Context: an optimization exercise on an open-source flow, tuned for small area, a short achievable clock period and few clock cycles per item. The choices shown serve that exercise and are no tape-out recipe. In this exercise RTL edits were held to simulation tests only and were not proved equivalent to the original.

==> flow/design.v <==
module se05x_rx_check (
    input  wire        clk,
    input  wire        rst,             
    input  wire        in_valid,
    output wire        in_ready,
    input  wire [31:0] in_data,
    output reg         res_valid,
    output reg  [3:0]  res_status,      
    output reg  [1:0]  res_kind,        
    output reg  [7:0]  res_pcb,
    output reg  [7:0]  res_len,
    output reg  [15:0] res_crc,         
    output reg         res_seq_mismatch,
    output reg         res_rx_seq,      
    output reg         res_wtx,         
    output reg  [7:0]  res_wtx_mult
);
    localparam [7:0] NAD_C2H = 8'hA5;
    localparam [3:0] ST_OK       = 4'd0;
    localparam [3:0] ST_BAD_CRC  = 4'd4;
    localparam [3:0] ST_BAD_PCB  = 4'd5;
    localparam [3:0] ST_BAD_ADDR = 4'd6;
    localparam [3:0] ST_RX_BUF   = 4'd7;
    localparam [1:0] K_I = 2'd0, K_R = 2'd1, K_S = 2'd2, K_BAD = 2'd3;
    function [15:0] crc_byte;
        input [15:0] c;
        input [7:0]  b;
        integer k;
        reg [15:0] x;
        begin
            x = c ^ {8'h00, b};
            for (k = 0; k < 8; k = k + 1)
                x = x[0] ? ((x >> 1) ^ 16'h8408) : (x >> 1);
            crc_byte = x;
        end
    endfunction
    function [1:0] pcb_kind;
        input [7:0] p;
        begin
            if (p[7] == 1'b0)
                pcb_kind = K_I;
            else if ((p & 8'hEC) == 8'h80)
                pcb_kind = (p[1:0] == 2'b11) ? K_BAD : K_R;
            else if (p[7:6] == 2'b11 && p[4] == 1'b0 &&
                     (p[3:0] == 4'h0 || p[3:0] == 4'h1 || p[3:0] == 4'h2 ||
                      p[3:0] == 4'h3 || p[3:0] == 4'h5 || p[3:0] == 4'h6 ||
                      p[3:0] == 4'h7 || p[3:0] == 4'hF))
                pcb_kind = K_S;
            else
                pcb_kind = K_BAD;
        end
    endfunction
    reg [31:0] beat;
    reg [2:0]  bleft;       
    reg        fin;         
    reg [8:0]  pos;         
    reg [7:0]  nad, pcb, len, mult, crc_lo, crc_hi;
    reg [15:0] crc;
    reg        rx_seq;
    wire [7:0] b = beat[7:0];
    wire [8:0] end_pos = {1'b0, len} + 9'd4;    
    wire       in_crc = (pos < 9'd3) || (pos < {1'b0, len} + 9'd3);
    wire       last   = (pos == 9'd2 && b == 8'hFF) ||
                        (pos >= 9'd3 && pos == end_pos);
    assign in_ready = (bleft == 3'd0) && !fin;
    wire [15:0] crc_final = crc ^ 16'hFFFF;
    wire [1:0]  kind      = pcb_kind(pcb);
    reg  [3:0]  status;
    always @(*) begin
        if (len == 8'hFF)
            status = ST_RX_BUF;
        else if (nad != NAD_C2H)
            status = ST_BAD_ADDR;
        else if (crc_final != {crc_hi, crc_lo})
            status = ST_BAD_CRC;
        else if (kind == K_BAD || kind == K_R || (pcb == 8'hC3 && len != 8'd1))
            status = ST_BAD_PCB;
        else
            status = ST_OK;
    end
    wire accept_i = (status == ST_OK) && (kind == K_I);
    always @(posedge clk) begin
        if (rst) begin
            bleft     <= 3'd0;
            fin       <= 1'b0;
            pos       <= 9'd0;
            crc       <= 16'hFFFF;
            rx_seq    <= 1'b0;
            res_valid <= 1'b0;
        end else begin
            res_valid <= 1'b0;
            if (in_valid && in_ready) begin
                beat  <= in_data;
                bleft <= 3'd4;
            end else if (bleft != 3'd0) begin
                beat  <= beat >> 8;
                bleft <= last ? 3'd0 : bleft - 3'd1;
                pos   <= pos + 9'd1;
                if (in_crc)
                    crc <= crc_byte(crc, b);
                case (pos)
                    9'd0: nad <= b;
                    9'd1: pcb <= b;
                    9'd2: len <= b;
                    9'd3: mult <= b;
                    default: ;
                endcase
                if (pos >= 9'd3 && pos == end_pos - 9'd1)
                    crc_lo <= b;
                if (pos >= 9'd3 && pos == end_pos)
                    crc_hi <= b;
                if (last)
                    fin <= 1'b1;
            end else if (fin) begin
                fin              <= 1'b0;
                pos              <= 9'd0;
                crc              <= 16'hFFFF;
                res_valid        <= 1'b1;
                res_status       <= status;
                res_kind         <= kind;
                res_pcb          <= pcb;
                res_len          <= len;
                res_crc          <= crc_final;
                res_seq_mismatch <= accept_i && (pcb[6] != rx_seq);
                res_rx_seq       <= accept_i ? ~rx_seq : rx_seq;
                res_wtx          <= (status == ST_OK) && (pcb == 8'hC3);
                res_wtx_mult     <= ((status == ST_OK) && (pcb == 8'hC3)) ? mult : 8'h00;
                if (accept_i)
                    rx_seq <= ~rx_seq;
            end
        end
    end
endmodule
==> flow/run.sh <==
#!/bin/bash
# synth_recipe.tcl (not shown) runs the flow's synth.tcl, then flattens the netlist and writes it again
# the make line also repeats each setting of config.mk as NAME=value (left out here)
make -C /OpenROAD-flow-scripts/flow DESIGN_CONFIG=/design/flow/config.mk WORK_HOME=/design/flow/orfs CLKGATE_MAP_FILE= SYNTH_SCRIPT=/design/flow/synth_recipe.tcl finish
==> flow/config.mk <==
export PLATFORM = sky130hd
export DESIGN_NAME = se05x_rx_check
export DESIGN_NICKNAME = se05x_rx_check
export VERILOG_FILES = /design/flow/design.v
export SDC_FILE = /design/flow/constraint.sdc
export NUM_CORES = 4
export LEC_CHECK = 0
export CAP_MARGIN = 20
export CORE_MARGIN = 2
export CORE_UTILIZATION = 40
export SLEW_MARGIN = 20
==> flow/constraint.sdc <==
create_clock -name core_clock -period 5.0 [get_ports {clk}]
set_input_delay 1.0000 -clock core_clock [delete_from_list [all_inputs] [get_ports {clk}]]
set_output_delay 1.0000 -clock core_clock [all_outputs]
set_load 0.01 [all_outputs]
==> impl_metrics.ini <==
[run_status]
status = complete, no violations

[hold_path]
hp-class = reg2reg

[pwr]
power_leakage_nw = 3.182
switching_share = 0.3124
ir_drop_mv = 0.3072
p_comb_frac = 0.236
pwr_density_cell_nw_per_um2 = 473.3
switchingPower_mw = 1.279
seqPwrFrac = 0.481
finalPower_mw = 4.095
p_clk_frac = 0.282
intPower_mw = 2.816

[floorplanning]
start_util = 0.4089
die_w_um = 137.0
die_h_um = 137.0
coreArea_um2 = 17300
ioPinCount = 86
dieArea_um2 = 18760
fp-row-count = 48

[cells_and_area]
fillers = 1512
drive_gt1_frac = 0.07046
synthToLayoutAreaGrowth_pct = 22.32
num_antenna_cells = 0
nNetsFinal = 710

[routing]
wl_per_cell_um = 15.68
wl_um = 13990
vias_per_cell = 4.955
ant_nets = 0
first_iter_violations = 202
vias = 4420
drtPass1Iterations = 4
drc_errors = 0

[placement]
dp_hpwl_um = 9984
port_buffers = 84
place_ws_ns = 1.443
routabilityCongestion = 0.8450

[synth]
ys.flop_type = edfxtp_1
synth.top_cell.area_share = 0.5434
synth-async-reset-ratio = 0
netlist_area_um2 = 7073
yosysWarnings = 1
synth_seq_cells = 159
synth_cells = 568
ys_types = 59
synthTopCellsByArea = edfxtp_1 54%, dfxtp_1 8.8%, nand2_1 4.7%
synth_edf_count = 128
postSynthAreaPerCell_um2 = 12.45
ys_seq_area_frac = 0.6312
syn_nets = 624
yosysTopAreaCell = edfxtp_1

[run]
cap_violations = 0

[global_routing]
antenna_found_initial = 0
grt_max_degree = 44
grt_usage = 0.1624
grt_pass1_vias = 4459
grt_overflow = 0
grt_pass1_wl_um = 22840

[sta]
finalHoldViolations = 0
fin_crit_sh = 0.6959
tns_ns = 0
setup_slack_ns = 1.521
maxSlewViolCount = 0
tightestPinTransition_ns = 1.022
finalSetupViolations = 0
max_freq_mhz = 287.4
fin_skew_ns = 0.008909
slew_headroom = 0.3136
fin_crit_ns = 3.479
rsz0062_at_grt = no

[cts]
insertion_delay_ns = 0.43
htree_levels = 4
cts_setup_buffers = 0
cts.sinks = 159
numCtsBuffers = 17
post_cts_resized = 0
cts_tree = done
clockBufferDepth = 2
cts-root-buf = clkbuf_16
hold_buffers = 0
clk_pin_slew_worst_paths_ns = 0.06

[setup_path]
critPathSlowestCell = clkdlybuf4s50_1
critPathMaxFanout = 13
worstPathRequired_ns = 4.00
start_kind = register
worst-path-buf-inv = 2
path_delay_family = simple AND/OR/NAND/NOR gates
end_kind = primary output
cp_data_arrival_time_ns = 2.48
crit_chain = inv_1 -> ha_1 -> nand2b_1 -> nor2_1 -> clkdlybuf4s50_1
cpPeakStageDelay_ns = 0.66
worst-setup-path-type = reg2out
[synth_stat cells (all sizes together) (9+ instances only)]
cell      n
nand4    11
clkbuf    9
a21oi    16
o22a     17
and3     16
dfxtp    31
edfxtp  128
nand3    15
xnor2    40
nand2    91
ha       21
inv      28
nor2     22
and2     11
buf      12
xor2     27
[sequential cells by signal (all words and copies together) (netlist names), 2 cells and up]
name,count
beat,32
crc,16
res_crc,16
pos,9
crc_hi,8
crc_lo,8
len,8
mult,8
nad,8
pcb,8
res_len,8
res_pcb,8
res_wtx_mult,8
bleft,3
res_status,3
res_kind,2
[power groups by stage]
stage               Sequential, mW  Clock, mW  Combinational [mW]
floorplan                     1.90          0               0.792
global route                  2.01       1.24                1.10
detailed placement            2.00          0               0.972
global placement              2.00          0               0.940
finish                        1.97       1.16               0.967
CTS                           1.98       1.17               0.976
[path summary, 6_finish.rpt]
| check | startpoint | to | slack, ns | cells past startpoint |
|---|---|---|---|---|
| setup reg to reg | len[2]$_DFFE_PP_ | crc_lo[7]$_DFFE_PP_ | 1.89 | 8 |
| hold reg to reg | pcb[5]$_DFFE_PP_ | res_pcb[5]$_DFFE_PP_ | 0.46 | 0 |
| setup / recovery | bleft[0]$_SDFFE_PN0N_ | in_ready | 1.52 | 5 |
| hold / removal | pcb[5]$_DFFE_PP_ | res_pcb[5]$_DFFE_PP_ | 0.46 | 0 |
[per-stage QoR]
stage	instance area [um2]	hold slack, ns	utilization	instances
finish	8652	0.4622	0.5002	892
global route	8652	0.4807	0.5002	892
CTS	8652	0.4626	0.5002	892
detailed placement	8128	0.4418	0.4699	860
global placement	8128	0.4477	0.4699	860
floorplan	7073	0.4206	-	568
[metal layers]
layer  track usage  wire, um
met2        0.2640      6695
met3       0.04593       535
met1        0.2103      6591
met4       0.05155       165
met5             0         0
[placed cells by master (no fill, tap or decap), drive strengths merged, types with 3 or more instances in the layout]
cell type,instances
or4,5
a21o,3
and2,11
o211ai,4
clkdlybuf4s50,84
o21ai,7
o22a,17
xor2,27
nand2,91
nand3,15
clkinvlp,3
and3,16
buf,4
nand4,11
a211o,3
dfxtp,31
inv,30
edfxtp,128
or3,7
nand3b,4
clkbuf,18
a21oi,16
nor2,22
clkinv,9
nor3,7
xnor2,40
ha,21
nor2b,6
[layout make-up]
cell class,instances,area [um2],area share
Multi-Input combinational cell,360,2406,0.2781
Tap cell,225,281.5,0.03254
Sequential cell,159,4464,0.5160
Inverter,28,105.1,0.01215
Timing Repair Buffer,88,870.8,0.1007
Clock buffer,18,429.2,0.04960
Clock inverter,14,95.09,0.01099
[cells by family (layout without fill, tap and decap cells)]
group,count (synthesis),in the layout,synth area share
fa+ha+maj,21,21,0.03715
other cells,1,1,0.0005302
simple gates,206,206,0.1470
xor+xnor,67,67,0.08509
compound gates,64,64,0.06634
flops,159,159,0.6312
buf+inv,49,148,0.03131
mux,1,1,0.001415
Testbench counts, summed over its fixed seeds: cycles 183,370, frames 1,280.

==> static timing again, ports no longer ideal <==
The flow's constraints put no driver on any port. The routed layout listed below was extracted and timed again, unchanged, in two steps.
Step 1 sets driving cells, clkbuf_16 on the clock port and buf_2 on the other inputs (assumed; they add their load-dependent delay and slew).
Step 2, shift: input delay + t, output delay - t, t = (earliest + latest rising clock arrival at the registers) / 2. This alone moves slack from input paths to output paths.
a / b / c = no drivers / after step 1 / after step 2; a / b = the first two.
t (ns): 0.474
slack for setup (ns): 1.521 / 1.478 / 1.410
worst data-port slew with drivers (ns): 0.04
After both steps this run still meets setup and hold. For this run, drivers alone change the setup slack by -0.043 ns; drivers and shift together by -0.111 ns.
